Context: an optimization exercise on an open-source flow, tuned for small area, a short achievable clock period and few clock cycles. The choices shown serve that exercise and are no tape-out recipe. Where RTL was checked, it was by simulation tests only, not by an equivalence proof against the original. Power figures rest on the tool's default switching activity, not on a simulated workload.

==> inputs of 10-04 <==
==> flow/design.v (excerpt) <==
module cc1_codec (
    input  wire        clk,
    input  wire        rst,           
    input  wire        cmd_valid,
    input  wire [31:0] cmd,
    output wire        ready,
    input  wire [7:0]  buf_we,
    input  wire [63:0] buf_wdata,
    input  wire [8:0]  arg_we,
    input  wire [71:0] arg_wdata,
    output wire [63:0] buf_q,
    output wire [71:0] arg_q,
    output wire [71:0] out_q,
    output wire [7:0]  res,
    output wire [7:0]  status
);
clock: 10.0 ns
lec_check: 0
cap_margin: 20
core_margin: 2
core_utilization: 50
place_density: 0.7
slew_margin: 20
tns_end_percent: 0
standard.sh (not shown) runs the stock make flow with config.mk's settings and CLKGATE_MAP_FILE= SYNTH_SCRIPT=/design/flow/synth_recipe.tcl, a recipe that flattens the netlist after the stock synthesis.
==> flow/flow/run.sh <==
#!/bin/bash
# ORFS layout via the standard.sh, in stages:
#  - port buffers from sky130_fd_sc_hd__buf_1 instead of the default cell;
#  - synthesis, floorplan and placement with the default setup margin;
set -euo pipefail
export BUFFER_PORTS_ARGS="-buffer_cell sky130_fd_sc_hd__buf_1"
bash standard.sh synth > make_synth.log 2>&1
bash standard.sh floorplan > make_floorplan.log 2>&1
bash standard.sh place > make_place.log 2>&1
export SETUP_SLACK_MARGIN=$(cat flow/margin.txt)
bash standard.sh > make_finish.log 2>&1
==> flow/flow/margin.txt <==
6.5
==> 06-02 (differences from 10-04) <==
CORE_UTILIZATION = 40   (was 50)
PLACE_DENSITY = 0.6   (was 0.7)
TNS_END_PERCENT = 3   (was 0)
==> 04-11 (differences from 10-04) <==
--- a/flow/design.v
+++ b/flow/design.v
@@ -465,14 +465,13 @@
     wire cb_u110 = cb_u107 ^ cb_u108;
     wire cb_u111 = cb_u109 ^ cb_u110;
     wire cb_u112 = cb_t42 ^ cb_u111;
     wire cb_u113 = cb_t45 ^ cb_u112;
     assign crc_b[6] = cb_u113;   
     wire [7:0] buf_crc = (crc_b == 7'd0) ? 8'h80 : {1'b0, crc_b};
-    wire       b7_form = buf_r[7][7] ? (buf_r[7][6:0] == 7'd0) : (buf_r[7][6:0] != 7'd0);
-    wire       crc_ok  = b7_form && ((crc_b ^ buf_r[7][6:0]) == 7'd0);
+    wire       crc_ok  = (buf_r[7] == buf_crc);
     wire [5:0] dr_rhs = buf_r[3][5:0];
     wire [5:0] dr_al  = buf_r[6][6:1];
     wire chk_a = (buf_r[0] == TYPE_A) && (buf_r[3] == 8'h01);
     wire chk_p = (buf_r[0] == TYPE_P)
               && (buf_r[3] != 8'h00) && (buf_r[3] <= 8'd101)
               && (buf_r[4][7:6] != 2'd0) && (buf_r[4][5:2] != 4'd0)
@@ -488,25 +487,23 @@
     wire fr_ok = vA ? fr_a : vP ? fr_p : fr_r;
     wire go       = cmd_valid;
     wire enc_ok   = go && is_enc && len7_ok && !(ck && !len8_ok);
     wire dec_go   = go && is_dec;
     wire dec_ok   = dec_go && len8_ok && fr_ok;
     wire make_go  = go && is_make;
-    wire wr_p  = vP && (make_go || (dec_go && len8_ok && fr_p));
-    wire wr_r  = vR && (make_go || (dec_go && len8_ok && fr_r));
+    wire wr_a  = (make_go || dec_ok) && vA;
+    wire wr_p  = (make_go || dec_ok) && vP;
+    wire wr_r  = (make_go || dec_ok) && vR;
     wire hc_a  = (make_go || dec_go) && vA;
     wire hc_p  = (make_go || dec_go) && vP;
     wire hc_r  = (make_go || dec_go) && vR;
     wire [7:0] hc1_n = make_go ? arg_r[0] : dec_ok ? buf_r[1] : 8'hFF;
     wire [7:0] hc2_n = make_go ? arg_r[1] : dec_ok ? buf_r[2] : 8'hFF;
     wire [7:0] sel_hc1 = vA ? a_hc1 : vP ? p_hc1 : r_hc1;
     wire [7:0] sel_hc2 = vA ? a_hc2 : vP ? p_hc2 : r_hc2;
-    wire       val_a = (a_hc1 != 8'hFF) && (a_hc2 != 8'hFF);
-    wire       val_p = (p_hc1 != 8'hFF) && (p_hc2 != 8'hFF);
-    wire       val_r = (r_hc1 != 8'hFF) && (r_hc2 != 8'hFF);
-    wire       sel_valid = vA ? val_a : vP ? val_p : val_r;
+    wire       sel_valid = (sel_hc1 != 8'hFF) && (sel_hc2 != 8'hFF);
     reg [7:0] res_n;
     always @(*) begin
         res_n = 8'h00;
         if (is_crc)
             res_n = (len7_ok && buf_r[0] != 8'h00) ? buf_crc : 8'h00;
         else if (is_make)
@@ -583,14 +580,16 @@
                 end
             end
         end
     end
     always @(posedge clk) begin
         if (!rst) begin
-            for (i = 0; i < 7; i = i + 1)
+            for (i = 0; i < 8; i = i + 1)
                 if (buf_we[i]) buf_r[i] <= buf_wdata[8*i +: 8];
-                else if (enc_ok) buf_r[i] <= enc_p[i];
-            if (buf_we[7]) buf_r[7] <= buf_wdata[63:56];
-            else if (enc_ok && ck) buf_r[7] <= enc_crc;
+            if (enc_ok) begin
+                for (i = 0; i < 7; i = i + 1)
+                    buf_r[i] <= enc_p[i];
+                if (ck) buf_r[7] <= enc_crc;
+            end
         end
     end
 endmodule
==> flow/flow/run.sh (replaced) <==
#!/bin/bash
set -euo pipefail
export BUFFER_PORTS_ARGS="-buffer_cell sky130_fd_sc_hd__buf_1"
if [[ -f flow/margin.txt ]]; then export SETUP_SLACK_MARGIN=$(cat flow/margin.txt); fi
bash standard.sh > make_finish.log 2>&1
CORE_UTILIZATION = 40   (was 50)
PLACE_DENSITY = 0.6   (was 0.7)
TNS_END_PERCENT = default   (was 0)
==> 04-12 (differences from 10-04) <==
--- a/flow/design.v
+++ b/flow/design.v
@@ -465,14 +465,13 @@
     wire cb_u110 = cb_u107 ^ cb_u108;
     wire cb_u111 = cb_u109 ^ cb_u110;
     wire cb_u112 = cb_t42 ^ cb_u111;
     wire cb_u113 = cb_t45 ^ cb_u112;
     assign crc_b[6] = cb_u113;   
     wire [7:0] buf_crc = (crc_b == 7'd0) ? 8'h80 : {1'b0, crc_b};
-    wire       b7_form = buf_r[7][7] ? (buf_r[7][6:0] == 7'd0) : (buf_r[7][6:0] != 7'd0);
-    wire       crc_ok  = b7_form && ((crc_b ^ buf_r[7][6:0]) == 7'd0);
+    wire       crc_ok  = (buf_r[7] == buf_crc);
     wire [5:0] dr_rhs = buf_r[3][5:0];
     wire [5:0] dr_al  = buf_r[6][6:1];
     wire chk_a = (buf_r[0] == TYPE_A) && (buf_r[3] == 8'h01);
     wire chk_p = (buf_r[0] == TYPE_P)
               && (buf_r[3] != 8'h00) && (buf_r[3] <= 8'd101)
               && (buf_r[4][7:6] != 2'd0) && (buf_r[4][5:2] != 4'd0)
@@ -488,25 +487,23 @@
     wire fr_ok = vA ? fr_a : vP ? fr_p : fr_r;
     wire go       = cmd_valid;
     wire enc_ok   = go && is_enc && len7_ok && !(ck && !len8_ok);
     wire dec_go   = go && is_dec;
     wire dec_ok   = dec_go && len8_ok && fr_ok;
     wire make_go  = go && is_make;
-    wire wr_p  = vP && (make_go || (dec_go && len8_ok && fr_p));
-    wire wr_r  = vR && (make_go || (dec_go && len8_ok && fr_r));
+    wire wr_a  = (make_go || dec_ok) && vA;
+    wire wr_p  = (make_go || dec_ok) && vP;
+    wire wr_r  = (make_go || dec_ok) && vR;
     wire hc_a  = (make_go || dec_go) && vA;
     wire hc_p  = (make_go || dec_go) && vP;
     wire hc_r  = (make_go || dec_go) && vR;
     wire [7:0] hc1_n = make_go ? arg_r[0] : dec_ok ? buf_r[1] : 8'hFF;
     wire [7:0] hc2_n = make_go ? arg_r[1] : dec_ok ? buf_r[2] : 8'hFF;
     wire [7:0] sel_hc1 = vA ? a_hc1 : vP ? p_hc1 : r_hc1;
     wire [7:0] sel_hc2 = vA ? a_hc2 : vP ? p_hc2 : r_hc2;
-    wire       val_a = (a_hc1 != 8'hFF) && (a_hc2 != 8'hFF);
-    wire       val_p = (p_hc1 != 8'hFF) && (p_hc2 != 8'hFF);
-    wire       val_r = (r_hc1 != 8'hFF) && (r_hc2 != 8'hFF);
-    wire       sel_valid = vA ? val_a : vP ? val_p : val_r;
+    wire       sel_valid = (sel_hc1 != 8'hFF) && (sel_hc2 != 8'hFF);
     reg [7:0] res_n;
     always @(*) begin
         res_n = 8'h00;
         if (is_crc)
             res_n = (len7_ok && buf_r[0] != 8'h00) ? buf_crc : 8'h00;
         else if (is_make)
@@ -583,14 +580,16 @@
                 end
             end
         end
     end
     always @(posedge clk) begin
         if (!rst) begin
-            for (i = 0; i < 7; i = i + 1)
+            for (i = 0; i < 8; i = i + 1)
                 if (buf_we[i]) buf_r[i] <= buf_wdata[8*i +: 8];
-                else if (enc_ok) buf_r[i] <= enc_p[i];
-            if (buf_we[7]) buf_r[7] <= buf_wdata[63:56];
-            else if (enc_ok && ck) buf_r[7] <= enc_crc;
+            if (enc_ok) begin
+                for (i = 0; i < 7; i = i + 1)
+                    buf_r[i] <= enc_p[i];
+                if (ck) buf_r[7] <= enc_crc;
+            end
         end
     end
 endmodule
==> flow/flow/run.sh (replaced) <==
#!/bin/bash
set -euo pipefail
export BUFFER_PORTS_ARGS="-buffer_cell sky130_fd_sc_hd__buf_1"
if [[ -f flow/margin.txt ]]; then export SETUP_SLACK_MARGIN=$(cat flow/margin.txt); fi
bash standard.sh > make_finish.log 2>&1
CORE_UTILIZATION = 60   (was 50)
PLACE_DENSITY = 0.75   (was 0.7)
TNS_END_PERCENT = default   (was 0)
==> qor summary <==
|  | 10-04 | 04-12 | 06-02 | 04-11 |
|---|---|---|---|---|
| Least-Margin Pin Slew | 1.06 ns | 0.784 ns | 1.10 ns | 1.08 ns |
| Status | no timing/DRC/antenna violations | no timing/DRC/antenna violations | no timing/DRC/antenna violations | no timing/DRC/antenna violations |
| Total global routing track utilization | 34.3% | 45.8% | 28.6% | 31.7% |
| Internal power | 2.12 mW | 2.16 mW | 2.14 mW | 2.27 mW |
| P_leak | 7.52 nW | 8.92 nW | 7.57 nW | 9.24 nW |
| Inverter count | 35 | 38 | 35 | 37 |
| Placed instance area | 18300 um2 | 18800 um2 | 18500 um2 | 19000 um2 |
| Via count of the first global-routing pass | 15100 | 16200 | 14800 | 15800 |
| Fraction of layout cells with a size suffix above 1 | 6.80% | 16.5% | 7.10% | 19.8% |
| Detailed-route vias per instance | 5.95 | 6.39 | 5.61 | 5.72 |
| Initial antenna violation count | 1 | 1 | 0 | 1 |
| Synthesized-area fraction occupied by and/or/nand/nor cells | 16.1% | 16.7% | 16.1% | 16.7% |
| M2 GR Usage | 53.1% | 67.3% | 45.6% | 50.2% |
| Met3 Resource Use GR | 6.61% | 14.3% | 4.40% | 7.35% |
| Detailed Routing Iterations Pass 1 | 5 | 10 | 6 | 6 |
| Clk pwr share | 38.8% | 34.5% | 39.3% | 35.6% |
| Design area | 19900 um2 | 22100 um2 | 20300 um2 | 23000 um2 |
Testbench counts of 10-04, summed over its fixed seeds: cycles 27,999.
Testbench counts of 06-02, summed over its fixed seeds: cycles 27,999.
Only the layout flow was run in 04-11 and 04-12; the RTL was not checked for function there.

-- afterwards: timing with drivers on the ports --
How much do the figures lean on ideal ports? The routed layouts below were timed once more, with nothing changed but the port constraints. Step 1: set_driving_cell puts a clkbuf_16 on clk and a buf_2 on each other input, an assumption about the parent block. Step 2, shift: input delay + t, output delay - t, t = (earliest + latest rising clock arrival at the registers) / 2. This alone moves slack from input paths to output paths. a / b / c = ideal / step 1 / step 2; a / b = the first two.
| run | t (ns) | setup slack, ns | latest minus earliest clock arrival (ns) |
|---|---|---|---|
| 10-04 | 0.619 | 6.059 / 6.089 / 5.470 | 0.016 / 0.016 |
| 06-02 | 0.637 | 6.077 / 6.102 / 5.465 | 0.010 / 0.010 |
| 04-11 | 0.647 | 6.047 / 6.057 / 5.410 | 0.017 / 0.016 |
| 04-12 | 0.617 | 5.804 / 5.804 / 5.212 | 0.020 / 0.020 |
After both steps every run listed still meets setup and hold. The setup slack of 04-11, which loses most, moves by +0.010 ns with the drivers and by -0.637 ns with both steps.
